This is an optimization exercise on Yosys and OpenROAD, whose aim is small area, a short achievable clock period and few clock cycles, not a production implementation. Function was checked by simulation only, so behaviour that the tests miss may differ from the original. Power and IR drop assume default switching activity.

Design sumhash512, start of the top module:
module sumhash512 (
    input  wire         clk,
    input  wire         rst,
    input  wire         cmd_valid,
    output wire         cmd_ready,
    input  wire [2:0]   cmd_op,
    input  wire         cmd_salted,
    input  wire [3:0]   cmd_cnt,
    input  wire [63:0]  cmd_data,
    output reg  [9:0]   mat_addr,
    input  wire [511:0] mat_col,
    output reg          dig_valid,
    output wire [511:0] dig
);
    localparam OP_SLOAD = 3'd0;
    localparam OP_INIT  = 3'd1;
    localparam OP_RESET = 3'd2;
    localparam OP_WRITE = 3'd3;
    localparam OP_FINAL = 3'd4;
    localparam W  = 8;              
    localparam F  = 64 / W - 1;     
    localparam TD = 3 + F;          
    localparam K_MSG  = 2'd0;       
    localparam K_FOLD = 2'd1;       
    localparam K_FIN1 = 2'd2;       
    localparam K_FIN2 = 2'd3;       
    localparam P_IDLE = 2'd0;
    localparam P_BD   = 2'd1;       
    localparam P_BL   = 2'd2;       
    localparam P_C    = 2'd3;       
    reg         ready_r;
    reg         hv;
    reg         hs, hw, hir, hini, hf;  
    reg         hsal;
    reg [3:0]   hcnt;
    reg [63:0]  hdat;
    reg [2:0]   rotc;               
    reg         wb;                 
    reg         qv;
    reg [2:0]   qop;
    reg         qsal;
    reg [3:0]   qcnt;
    reg [63:0]  qdat;
    reg [63:0]  wen;
    reg         wblk, wstg, saltld;
    reg [63:0]  wdat;
  ...
Settings: LEC_CHECK=0, CAP_MARGIN=20, CELL_PAD_IN_SITES_DETAIL_PLACEMENT=1, CELL_PAD_IN_SITES_GLOBAL_PLACEMENT=2, CORE_MARGIN=2, CORE_UTILIZATION=40, CTS_CLUSTER_DIAMETER=60, CTS_CLUSTER_SIZE=30, PLACE_DENSITY=0.55, SETUP_SLACK_MARGIN=4.15, SLEW_MARGIN=20; clock period 7.0 ns.
standard.sh (not shown) runs the stock make flow with config.mk's settings and CLKGATE_MAP_FILE= SYNTH_SCRIPT=/design/flow/synth_recipe.tcl, a recipe that flattens the netlist after the stock synthesis.
==> flow/flow/run.sh <==
#!/bin/bash
# The standard layout (standard.sh: unchanged synthesis and steps) with two
# differences:
#  * buffer_ports inserts sky130_fd_sc_hd__buf_1 cells on the ports instead of
#    its default choice, a delay buffer (clkdlybuf4s50_1). Every input and
#    output port still gets its own buffer; timing repair resizes them.
#  * clock tree synthesis runs without dummy loads (TritonCTS's default adds
#    them to balance the tree), with the same sink clustering as config.mk.
# The flow's full output goes to standard_flow.log in the folder this runs in;
# ORFS keeps each step's own log under orfs/logs/.
set -uo pipefail
export BUFFER_PORTS_ARGS="-buffer_cell sky130_fd_sc_hd__buf_1"
export CTS_ARGS="-sink_clustering_enable -repair_clock_nets -sink_clustering_size 30 -sink_clustering_max_diameter 60 -dont_use_dummy_load"
bash standard.sh > standard_flow.log 2>&1
status=$?
tail -n 40 standard_flow.log
exit $status
The first run finished with timing, DRC and antenna clean.
Testbench counts at the start, summed over its fixed seeds: cycles 790,340.
Next try:
--- a/flow/design.v
+++ b/flow/design.v
@@ -63,21 +63,21 @@
     reg         hsal;
     reg [3:0]   hcnt;
     reg [63:0]  hdat;
     reg [2:0]   rotc;               
     reg         wb;                 
     reg         qv;
     reg [2:0]   qop;
     reg         qsal;
     reg [3:0]   qcnt;
     reg [63:0]  qdat;
-    reg [63:0]  wen;
+    reg [6:0]   wlo, whi;           
     reg         wblk, wstg, saltld;
     reg [63:0]  wdat;
     reg [511:0] chain;
     reg         czero;              
     reg [511:0] blk;                
     reg [5:0]   clen;
     reg [51:0]  tblk;               
     reg         tinc;               
     reg         salted;
     reg [511:0] salt;
@@ -122,21 +122,21 @@
     wire ex = hv && can_ex;
     wire [6:0] nl    = {1'b0, clen} + {3'd0, hcnt};
     wire [6:0] sl    = scnt + {3'd0, hcnt};
     wire       wrap  = h_write && !wb && nl[6] && (nl != 7'd64);
     wire       h_done = ex && !wrap;
     wire       rotate = hv && !aligned && (h_sload || h_write);
     wire [6:0] lo = h_sload ? scnt : (wb ? 7'd0 : {1'b0, clen});
     wire [6:0] hi = h_sload ? sl   : (wb ? {1'b0, clen} : nl);
     reg  [63:0] ben;
     integer p;
-    always @* for (p = 0; p < 64; p = p + 1) ben[p] = (p >= lo) && (p < hi);
+    always @* for (p = 0; p < 64; p = p + 1) ben[p] = (p >= wlo) && (p < whi);
     wire tail_ok = ~|tk[F:1];
     wire start   = rq && (ph == P_IDLE) && tail_ok && !saltld;
     wire [6:0] s_nb   = (rq_kind == K_MSG) ? 7'd64 : (rq_kind == K_FIN1) ? {1'b0, clen} : 7'd0;
     wire       s_mk   = (rq_kind == K_FIN1);
     wire       s_len  = (rq_kind == K_FIN2) || ((rq_kind == K_FIN1) && clen < 6'd48);
     wire       s_two  = (rq_kind == K_FIN1) && clen >= 6'd48;
     wire       s_skipc= (rq_kind != K_FIN2) && czero;
     wire [9:0] s_bdn  = {s_nb, 3'd0} + {9'd0, s_mk};      
     wire [9:0] s_bdend= salted ? 10'd1023 : 10'd511 + s_bdn;
     wire       s_hasbd= salted || (s_bdn != 10'd0);
@@ -212,60 +212,62 @@
             if (rotate) begin
                 hdat <= {hdat[55:0], hdat[63:56]};
                 rotc <= rotc + 3'd1;
             end
             if (ex && wrap)
                 wb <= 1'b1;
         end
         if (ready_r) begin
             qop <= cmd_op; qsal <= cmd_salted; qcnt <= cmd_cnt; qdat <= cmd_data;
         end
-        wen    <= ben;
+        wlo    <= lo;
+        whi    <= hi;
         wdat   <= hdat;
         wblk   <= ex && h_write;
         wstg   <= ex && h_sload;
         saltld <= ex && hini && hsal;
         for (q = 0; q < 64; q = q + 1) begin
-            if (wblk && wen[q]) blk[8*q +: 8]   <= wdat[8*(q%8) +: 8];
-            if (wstg && wen[q]) stage[8*q +: 8] <= wdat[8*(q%8) +: 8];
+            if (wblk && ben[q]) blk[8*q +: 8]   <= wdat[8*(q%8) +: 8];
+            if (wstg && ben[q]) stage[8*q +: 8] <= wdat[8*(q%8) +: 8];
         end
         if (saltld)
             salt <= stage;
         if (start) begin
             jk      <= rq_kind;
             j_nb    <= s_nb;
             j_mk    <= s_mk;
             j_len   <= s_len;
             j_two   <= s_two;
             j_skipc <= s_skipc;
             j_bdend <= s_bdend;
             j_cfirst<= s_cfirst;
             tsh     <= {tblk, clen};
             tnz     <= |{tblk, clen};
             tmore   <= |{tblk, clen[5:1]};
-            jn      <= s_cfirst ? 10'd0 : s_hasbd ? 10'd512 : s_hasbl ? 10'd899 : 10'd0;
-            joh     <= (!s_cfirst && !s_hasbd && s_hasbl) ? 64'd8 : 64'd1;
             jfirst  <= 1'b1;
         end else if (ph != P_IDLE) begin
             jfirst <= 1'b0;
             if (inlen) begin
                 tsh   <= {1'b0, tsh[57:1]};
                 tnz   <= |tsh[57:1];
                 tmore <= |tsh[57:2];
             end
-            if (ph_end) begin
-                jn  <= (ph_nx_end == P_BL) ? 10'd899 : (ph_nx_end == P_BD) ? 10'd512 : 10'd0;
-                joh <= (ph_nx_end == P_BL) ? 64'd8 : 64'd1;
-            end else begin
-                jn  <= jn + 10'd1;
-                joh <= {joh[62:0], joh[63]};
-            end
+        end
+        if (start) begin
+            jn  <= s_cfirst ? 10'd0 : s_hasbd ? 10'd512 : s_hasbl ? 10'd899 : 10'd0;
+            joh <= (!s_cfirst && !s_hasbd && s_hasbl) ? 64'd8 : 64'd1;
+        end else if (ph != P_IDLE && ph_end) begin
+            jn  <= (ph_nx_end == P_BL) ? 10'd899 : (ph_nx_end == P_BD) ? 10'd512 : 10'd0;
+            joh <= (ph_nx_end == P_BL) ? 64'd8 : 64'd1;
+        end else begin
+            jn  <= jn + 10'd1;
+            joh <= {joh[62:0], joh[63]};
         end
         chain_ld <= tk[TD-1] && (tkind[TD-1] == K_MSG || tkind[TD-1] == K_FOLD);
         tmp_ld   <= tk[TD-1] && (tkind[TD-1] == K_FIN1 || tkind[TD-1] == K_FIN2);
         if (chain_ld)
             chain <= accv;
         if (tmp_ld)
             tmp <= accv;
         else
             tmp <= {1'b0, tmp[511:1]};
         tprev <= tmp[0];
=> The changed run completed with no timing, DRC or antenna violations; utilization fell by 0.11 points; flip-flop and latch count fell by 50; synthesized area fell slightly; worst hold slack improves by 0.021 ns; worst setup slack improves by 0.16 ns; die area fell slightly; routed wire length stays flat; clock power stays flat; design area fell slightly; critical path depth fell by 9; maximum frequency rose by a few percent; first-iteration DRC count rose by a little under a tenth; clock-buffer cell count rose by 6; clock skew fell by 0.029 ns.
Testbench counts after the change, summed over its fixed seeds: cycles 790,340.


Another version of the RTL of sumhash512 (not shown whole).
Size in the first run: about 10,000 cells after synthesis, roughly 3,600 flip-flops, about 1,100 I/O pins.
==> flow/config.mk <==
export PLATFORM = sky130hd
export DESIGN_NAME = sumhash512
export DESIGN_NICKNAME = sumhash512
export VERILOG_FILES = /design/flow/design.v
export SDC_FILE = /design/flow/constraint.sdc
export NUM_CORES = 4
export LEC_CHECK = 0
export CAP_MARGIN = 20
export CELL_PAD_IN_SITES_DETAIL_PLACEMENT = 1
export CELL_PAD_IN_SITES_GLOBAL_PLACEMENT = 2
export CORE_MARGIN = 2
export CORE_UTILIZATION = 40
export CTS_CLUSTER_DIAMETER = 60
export CTS_CLUSTER_SIZE = 30
export PLACE_DENSITY = 0.55
export SETUP_SLACK_MARGIN = 4.15
export SLEW_MARGIN = 20
==> flow/constraint.sdc <==
create_clock -name core_clock -period 7.0 [get_ports {clk}]
set_input_delay 1.4000 -clock core_clock [delete_from_list [all_inputs] [get_ports {clk}]]
set_output_delay 1.4000 -clock core_clock [all_outputs]
set_load 0.01 [all_outputs]
Scripts as last shown in full above: flow/flow/run.sh
Testbench counts at the start, summed over its fixed seeds: cycles 791,731.
Next try:
--- a/flow/design.v
+++ b/flow/design.v
@@ -85,14 +85,14 @@
     reg         j_mk, j_len, j_two, j_skipc;
     reg [9:0]   j_bdend;
     reg [1:0]   ph;
     reg [9:0]   jn;
     reg [63:0]  joh;                
     reg         jfirst;
-    reg [57:0]  tsh;                
-    reg         tnz, tmore;         
+    reg         tnz;                
+    reg [9:0]   j_blend;            
     reg [511:0] tmp;                
     reg         tprev;              
     reg         j_cfirst;           
     reg         v1, f1;
     reg [7:0]   b8, s8, c8;
     reg [7:0]   goh1;               
@@ -121,29 +121,37 @@
     wire       rotate = hv && !aligned && (h_sload || h_write);
     wire [6:0] lo = h_sload ? scnt : (wb ? 7'd0 : {1'b0, clen});
     wire [6:0] hi = h_sload ? sl   : (wb ? {1'b0, clen} : nl);
     reg  [63:0] ben;
     integer p;
     always @* for (p = 0; p < 64; p = p + 1) ben[p] = (p >= wlo) && (p < whi);
-    wire tail_ok = ~|tk[F:1];
+    wire tail_ok = ~|tk[F-1:1];
     wire start   = rq && (ph == P_IDLE) && tail_ok && !saltld;
     wire [6:0] s_nb   = (rq_kind == K_MSG) ? 7'd64 : (rq_kind == K_FIN1) ? {1'b0, clen} : 7'd0;
     wire       s_mk   = (rq_kind == K_FIN1);
     wire       s_len  = (rq_kind == K_FIN2) || ((rq_kind == K_FIN1) && clen < 6'd48);
     wire       s_two  = (rq_kind == K_FIN1) && clen >= 6'd48;
     wire       s_skipc= (rq_kind != K_FIN2) && czero;
     wire [9:0] s_bdn  = {s_nb, 3'd0} + {9'd0, s_mk};      
     wire [9:0] s_bdend= salted ? 10'd1023 : 10'd511 + s_bdn;
     wire       s_hasbd= salted || (s_bdn != 10'd0);
     wire       s_hasbl= !salted && s_len && ((tblk != 52'd0) || (clen != 6'd0));
     wire       s_cfirst = (rq_kind == K_FIN2);
     wire [1:0] s_ph   = s_cfirst ? P_C : s_hasbd ? P_BD : s_hasbl ? P_BL : P_C;
-    wire bl_more = tmore;
+    wire [57:0] tcount = {tblk, clen};
+    reg  [5:0]  tmsb;
+    integer b;
+    always @* begin
+        tmsb = 6'd0;
+        for (b = 0; b < 58; b = b + 1)
+            if (tcount[b]) tmsb = b[5:0];
+    end
+    wire [63:0] lenbits = {3'd0, tcount, 3'd0};
     wire inlen   = (jn >= 10'd899) && (jn < 10'd957);
     wire ph_end  = (ph == P_BD) ? (jn == j_bdend)
-                 : (ph == P_BL) ? !bl_more
+                 : (ph == P_BL) ? (jn == j_blend)
                  : (ph == P_C)  ? (jn == 10'd511) : 1'b0;
     reg  [1:0] ph_nx_end;
     always @* begin
         if (ph == P_BD && !salted && j_len && tnz)
             ph_nx_end = P_BL;
         else if ((ph == P_BD || ph == P_BL) && !j_skipc && !j_cfirst)
@@ -167,13 +175,13 @@
             c8_n[g] = |(chain[64*g +: 64] & joh);
         end
     end
     wire isc0 = (ph == P_C);
     wire dv0  = ({1'b0, jp[8:3]} < j_nb);
     wire mk0  = j_mk && (jp == {clen, 3'd0});
-    wire lb0  = j_len && inlen && tsh[0];
+    wire lb0  = j_len && inlen && |(lenbits & joh);
     wire xc = fin2_1 ? tb1 : |(c8 & goh1);
     wire xb = ((dv1 && |(b8 & goh1)) || mk1 || lb1) ^ (salted && |(s8 & goh1));
     wire x1 = isc1 ? xc : xb;
     ssc_compress #(.W(W)) u_comp (
         .clk     (clk),
         .add     (add_r),
@@ -224,23 +232,17 @@
             j_mk    <= s_mk;
             j_len   <= s_len;
             j_two   <= s_two;
             j_skipc <= s_skipc;
             j_bdend <= s_bdend;
             j_cfirst<= s_cfirst;
-            tsh     <= {tblk, clen};
-            tnz     <= |{tblk, clen};
-            tmore   <= |{tblk, clen[5:1]};
+            tnz     <= |tcount;
+            j_blend <= 10'd899 + {4'd0, tmsb};
             jfirst  <= 1'b1;
         end else if (ph != P_IDLE) begin
             jfirst <= 1'b0;
-            if (inlen) begin
-                tsh   <= {1'b0, tsh[57:1]};
-                tnz   <= |tsh[57:1];
-                tmore <= |tsh[57:2];
-            end
         end
         if (start) begin
             jn  <= s_cfirst ? 10'd0 : s_hasbd ? 10'd512 : s_hasbl ? 10'd899 : 10'd0;
             joh <= (!s_cfirst && !s_hasbd && s_hasbl) ? 64'd8 : 64'd1;
         end else if (ph != P_IDLE && ph_end) begin
             jn  <= (ph_nx_end == P_BL) ? 10'd899 : (ph_nx_end == P_BD) ? 10'd512 : 10'd0;
Outcome: Routed wire length climbs by 1.0%; fmax is lower by 0.67%; flip-flop and latch count is lower by 52; global-route usage goes up by 0.99 points; synthesized area fell by 1.7%; clock power hardly moves; power shrinks by 1.1%; cell area drops by 0.63%; worst setup slack degrades by 20 ps; clock-buffer cell count decreases by 5; non-clock buffer count climbs by 51.
Testbench counts after the change, summed over its fixed seeds: cycles 791,325.

-- separate check: timing with driven ports --
No port has a modelled driver above. Below, the same layouts with a new extraction and two added sets of constraints. Step 1, drivers: a clkbuf_16 drives clk and a buf_2 each remaining input, both assumed. Step 2 adds t to the input delays and takes it off the output delays; t is the mean of the earliest and latest rising clock arrival at the registers after step 1. Input paths then give back, and output paths get back, about the clock's delay inside the block. Slacks: ideal / step 1 / step 2; pairs: ideal / step 1.
| run | t (ns) | setup WS [ns] | worst setup path after step 2 | worst register clock-pin slew, ns | worst slew at a driven data input, ns |
|---|---|---|---|---|---|
| the first run of note 1 | 1.054 | 3.887 / 3.887 / 3.315 | input to register | 0.10 / 0.10 | 0.38 |
| the second run of note 1 | 1.067 | 4.045 / 3.924 / 3.390 | input to register | 0.10 / 0.10 | 0.27 |
| the first run of note 2 | 1.060 | 4.024 / 3.898 / 3.249 | input to register | 0.11 / 0.11 | 0.35 |
| the second run of note 2 | 1.074 | 4.005 / 3.872 / 3.277 | input to register | 0.10 / 0.10 | 0.29 |
After both steps setup and hold are still met in every run listed. The setup slack of the first run of note 2, which loses most, moves by -0.126 ns with the drivers and by -0.775 ns with both steps.
